What follows belongs to an exercise in optimizing a design on an open flow for small area; a production flow would make more cautious choices. In this exercise RTL edits were held to simulation tests only and were not proved equivalent to the original. Power figures rest on the tool's default switching activity, not on a simulated workload.

job 8556:
// e1_steer
module e1_steer (
    input  wire        clk,
    input  wire        rst,               
    input  wire [31:0] nominal_interval,  
    input  wire        in_valid,
    output wire        in_ready,
    input  wire [31:0] in_ts,             
    input  wire [31:0] in_tick,           
    output wire        dac_valid,
    input  wire        dac_ready,
    output wire [11:0] dac_data,
    output wire        done,
    output wire [3:0]  result,
    output wire [2:0]  st_state,
    output wire [1:0]  st_flags,
    output wire [31:0] dac_center,
    output wire [31:0] pps_loss,
    output wire [31:0] cal_fail
);
Size in the first run: roughly 870 cells after synthesis, ~220 I/O pins, about 10000 um2 of cells after synthesis.
export LEC_CHECK = 0
export CAP_MARGIN = 0
export CORE_MARGIN = 2
export CORE_UTILIZATION = 75
export PLACE_DENSITY = 0.95
export SLEW_MARGIN = 0
create_clock -name core_clock -period 30.0 [get_ports {clk}]
standard.sh (not shown) runs the stock make flow with config.mk's settings and CLKGATE_MAP_FILE= SYNTH_SCRIPT=/design/flow/synth_recipe.tcl, a recipe that flattens the netlist after the stock synthesis.
==> flow/flow/run.sh <==
#!/bin/bash
# The standard layout (standard.sh: standard synthesis, then ORFS to
# finish), with two changes: the port buffers that global placement inserts
# on every input and output use sky130_fd_sc_hd__buf_1, and clock tree
# synthesis uses clkbuf_8 clusters without dummy loads.
# Each step's full output goes to its own log file in the work folder.
set -euo pipefail
export BUFFER_PORTS_ARGS="-buffer_cell sky130_fd_sc_hd__buf_1"
export CTS_ARGS="-sink_clustering_enable -repair_clock_nets -buf_list sky130_fd_sc_hd__clkbuf_8 -sink_clustering_size 20 -sink_clustering_max_diameter 70 -dont_use_dummy_load"
bash standard.sh synth > synth.log 2>&1
bash standard.sh finish > layout.log 2>&1
Both conditions hold for job 8556: the flow ran to the end and the final layout passed the timing, design-rule and antenna checks.
The following lists how job 9736 was set up differently from job 8556:
- CAP_MARGIN changed from 0 to 20
- SLEW_MARGIN changed from 0 to 20
- PLACE_DENSITY changed from 0.95 to 0.85
- CORE_UTILIZATION changed from 75 to 70
Findings:
- Re total number of nets in the final design: no difference whatsoever between job 8556 and job 9736.
- Job 8556 -> job 9736: static leakage flat
- Job 9736 ended up with a higher clock transition at the register clock pins on the worst setup and hold paths after CTS than job 8556 did.
- Across both runs, number of global-route vias before repair was higher for job 9736 than for job 8556.
- Looking at wire length across job 9736 and job 8556, the one that comes out higher is job 8556.
- Between job 8556 and job 9736, the flow reports die height increasing by a few percent.
Here is what was changed in the inputs of job 5202 compared with job 9736.
- CAP_MARGIN: 20 -> 0
- SLEW_MARGIN: 20 -> 0
- GPL_TIMING_DRIVEN: unset -> 0
### Flow results
Diff job 9736..job 5202 | inverter count | unchanged
The data arrival time of the worst path in job 5202 was higher than what job 9736 gave.
Between job 9736 and job 5202, routed length on met2 increased.
Job 5202 vs job 9736, average routed wire per standard cell went up by about 0.8%.
Relative contribution of sequential cells to total power in job 5202 is 1.1 points lower than in job 9736
The inputs of job 1879 differ from those of job 5202 as listed below.
- removing GPL_TIMING_DRIVEN (formerly 0)
Compared with job 5202, job 1879 shows least setup slack across all paths after layout higher by 0.062 ns.
Compared with job 5202, in job 1879 delay of the slowest cell on the worst path shows a reduction of 0.02 ns, portion of the clock cycle consumed by the worst path in the final layout went down, wire length fell by 4.4%, clock tree buffer count of the final layout now smaller.
There was hardly any difference in sequential power between job 1879 and job 5202.

---

e1_steer, a different RTL version from the one above (not shown whole).
For scale: about 280 flip-flops, roughly 220 I/O pins, ~11000 sq um of cells after synthesis.
export LEC_CHECK = 0
export CAP_MARGIN = 20
export CORE_MARGIN = 2
export CORE_UTILIZATION = 80
export PLACE_DENSITY = 0.92
export SLEW_MARGIN = 20
create_clock -name core_clock -period 30.0 [get_ports {clk}]
==> flow/flow/run.sh <==
#!/bin/bash
# The standard layout (standard.sh: standard synthesis, then ORFS to
# finish), with two changes: the port buffers that global placement inserts
# on every input and output use sky130_fd_sc_hd__buf_1, and clock tree
# synthesis uses clkbuf_8 clusters without dummy loads.
# Each step's full output goes to its own log file in the work folder.
set -euo pipefail
export BUFFER_PORTS_ARGS="-buffer_cell sky130_fd_sc_hd__buf_1"
export CTS_ARGS="-sink_clustering_enable -repair_clock_nets -buf_list sky130_fd_sc_hd__clkbuf_8 -sink_clustering_size 16 -sink_clustering_max_diameter 60 -dont_use_dummy_load"
bash standard.sh synth > synth.log 2>&1
bash standard.sh finish > layout.log 2>&1
Then changed:
==> flow/flow/run.sh (replaced) <==
#!/bin/bash
# The standard layout (standard.sh: standard synthesis, then ORFS to
# finish), with one change: the port buffers that global placement inserts
# on every input and output use sky130_fd_sc_hd__buf_1.
# Each step's full output goes to its own log file in the work folder.
set -euo pipefail
export BUFFER_PORTS_ARGS="-buffer_cell sky130_fd_sc_hd__buf_1"
bash standard.sh synth > synth.log 2>&1
bash standard.sh finish > layout.log 2>&1
- CORE_UTILIZATION: 80 -> 40
- CTS_BUF_LIST: unset -> sky130_fd_sc_hd__clkbuf_16
- CTS_CLUSTER_DIAMETER: unset -> 100
- CTS_CLUSTER_SIZE: unset -> 30
- PLACE_DENSITY: 0.92 -> unset
Count of clock-buffer cells in the layout is lower by 8.
Combinational power went down by about 9%.
Utilization is lower by 45 points.
Worst setup slack gains 0.034 ns.
Wire length shrinks by about 18%.
Worst hold slack gets better by 0.0079 ns.
Non-clock buffer count rose by 2.
Critical path depth does not change.
Then changed:
==> flow/flow/run.sh (replaced) <==
#!/bin/bash
# The standard layout (standard.sh: standard synthesis, then ORFS to
# finish), with two changes: the port buffers that global placement inserts
# on every input and output use sky130_fd_sc_hd__buf_1, and clock tree
# synthesis uses clkbuf_8 clusters without dummy loads.
# Each step's full output goes to its own log file in the work folder.
set -euo pipefail
export BUFFER_PORTS_ARGS="-buffer_cell sky130_fd_sc_hd__buf_1"
export CTS_ARGS="-sink_clustering_enable -repair_clock_nets -buf_list sky130_fd_sc_hd__clkbuf_8 -sink_clustering_size 16 -sink_clustering_max_diameter 60 -dont_use_dummy_load"
bash standard.sh synth > synth.log 2>&1
bash standard.sh finish > layout.log 2>&1
- CORE_UTILIZATION: 40 -> 70
- CTS_BUF_LIST: sky130_fd_sc_hd__clkbuf_16 -> unset
- CTS_CLUSTER_DIAMETER: 100 -> unset
- CTS_CLUSTER_SIZE: 30 -> unset
- PLACE_DENSITY: unset -> 0.85
Effect: The changed run completed without violations; global-route usage goes up by 12 points; setup slack got worse by 0.0065 ns; synthesized cell count is unchanged; wire length goes down by about 2%.
Then changed:
==> flow/flow/run.sh (replaced) <==
#!/bin/bash
# The standard layout (standard.sh: standard synthesis, then ORFS to
# finish), with one change: the port buffers that global placement inserts
# on every input and output use sky130_fd_sc_hd__buf_1.
# Each step's full output goes to its own log file in the work folder.
set -euo pipefail
export BUFFER_PORTS_ARGS="-buffer_cell sky130_fd_sc_hd__buf_1"
bash standard.sh synth > synth.log 2>&1
bash standard.sh finish > layout.log 2>&1
- CORE_UTILIZATION: 70 -> 40
- PLACE_DENSITY: 0.85 -> unset
=>
- The new run finished clean
- sequential share of layout area fell by 4.1 points
- worst hold slack is better by 0.019 ns
- setup slack is better by 0.0050 ns
Then changed:
- CTS_BUF_LIST: unset -> sky130_fd_sc_hd__clkbuf_8
- CTS_CLUSTER_DIAMETER: unset -> 60
- CTS_CLUSTER_SIZE: unset -> 16
The new run finished clean.
Count of clock-buffer cells in the layout came out lower by 14.
Cell count came out lower slightly.
Utilization came out lower by 2.6 points.
Power came out lower by a quarter to a third.
Global-route usage barely changes.
Sequential power stays flat.
Setup slack barely changes.
Wire length came out lower slightly.

==> separate check: timing with driven ports <==
The results above use ideal ports. As a check the final layouts listed here were re-extracted and re-timed, cells and wires unchanged.
Step 1, drivers: a clkbuf_16 drives clk and a buf_2 each remaining input, both assumed.
Step 2 adds t to the input delays and takes it off the output delays; t is the mean of the earliest and latest rising clock arrival at the registers after step 1. Input paths then give back, and output paths get back, about the clock's delay inside the block.
Three values: ideal ports, drivers, drivers and shift; two values: the first two.
| run | t (ns) | setup slack, ns | hold WS [ns] | worst setup path after step 2 | worst slew at a driven data input, ns |
|---|---|---|---|---|---|
| job 8556 | 0.526 | 17.378 / 17.355 / 17.355 | 0.293 / 0.293 / 0.293 | input to output | 0.04 |
| job 9736 | 0.530 | 17.408 / 17.388 / 17.388 | 0.328 / 0.328 / 0.328 | input to output | 0.06 |
| job 5202 | 0.523 | 17.344 / 17.311 / 17.311 | 0.281 / 0.281 / 0.281 | input to output | 0.08 |
| job 1879 | 0.529 | 17.406 / 17.386 / 17.386 | 0.321 / 0.321 / 0.321 | input to output | 0.06 |
| the first run of note 2 | 0.557 | 17.374 / 17.347 / 17.347 | 0.310 / 0.310 / 0.310 | input to output | 0.14 |
| the second run of note 2 | 0.522 | 17.408 / 17.389 / 17.389 | 0.318 / 0.318 / 0.318 | input to output | 0.04 |
| the third run of note 2 | 0.549 | 17.402 / 17.381 / 17.381 | 0.304 / 0.304 / 0.304 | input to output | 0.06 |
| the fourth run of note 2 | 0.586 | 17.407 / 17.388 / 17.388 | 0.323 / 0.323 / 0.323 | input to output | 0.04 |
| the fifth run of note 2 | 0.585 | 17.407 / 17.388 / 17.388 | 0.327 / 0.327 / 0.327 | input to output | 0.04 |
After both steps every run listed still meets setup and hold. The setup slack of job 5202, which loses most, moves by -0.033 ns with the drivers and by -0.033 ns with both steps.
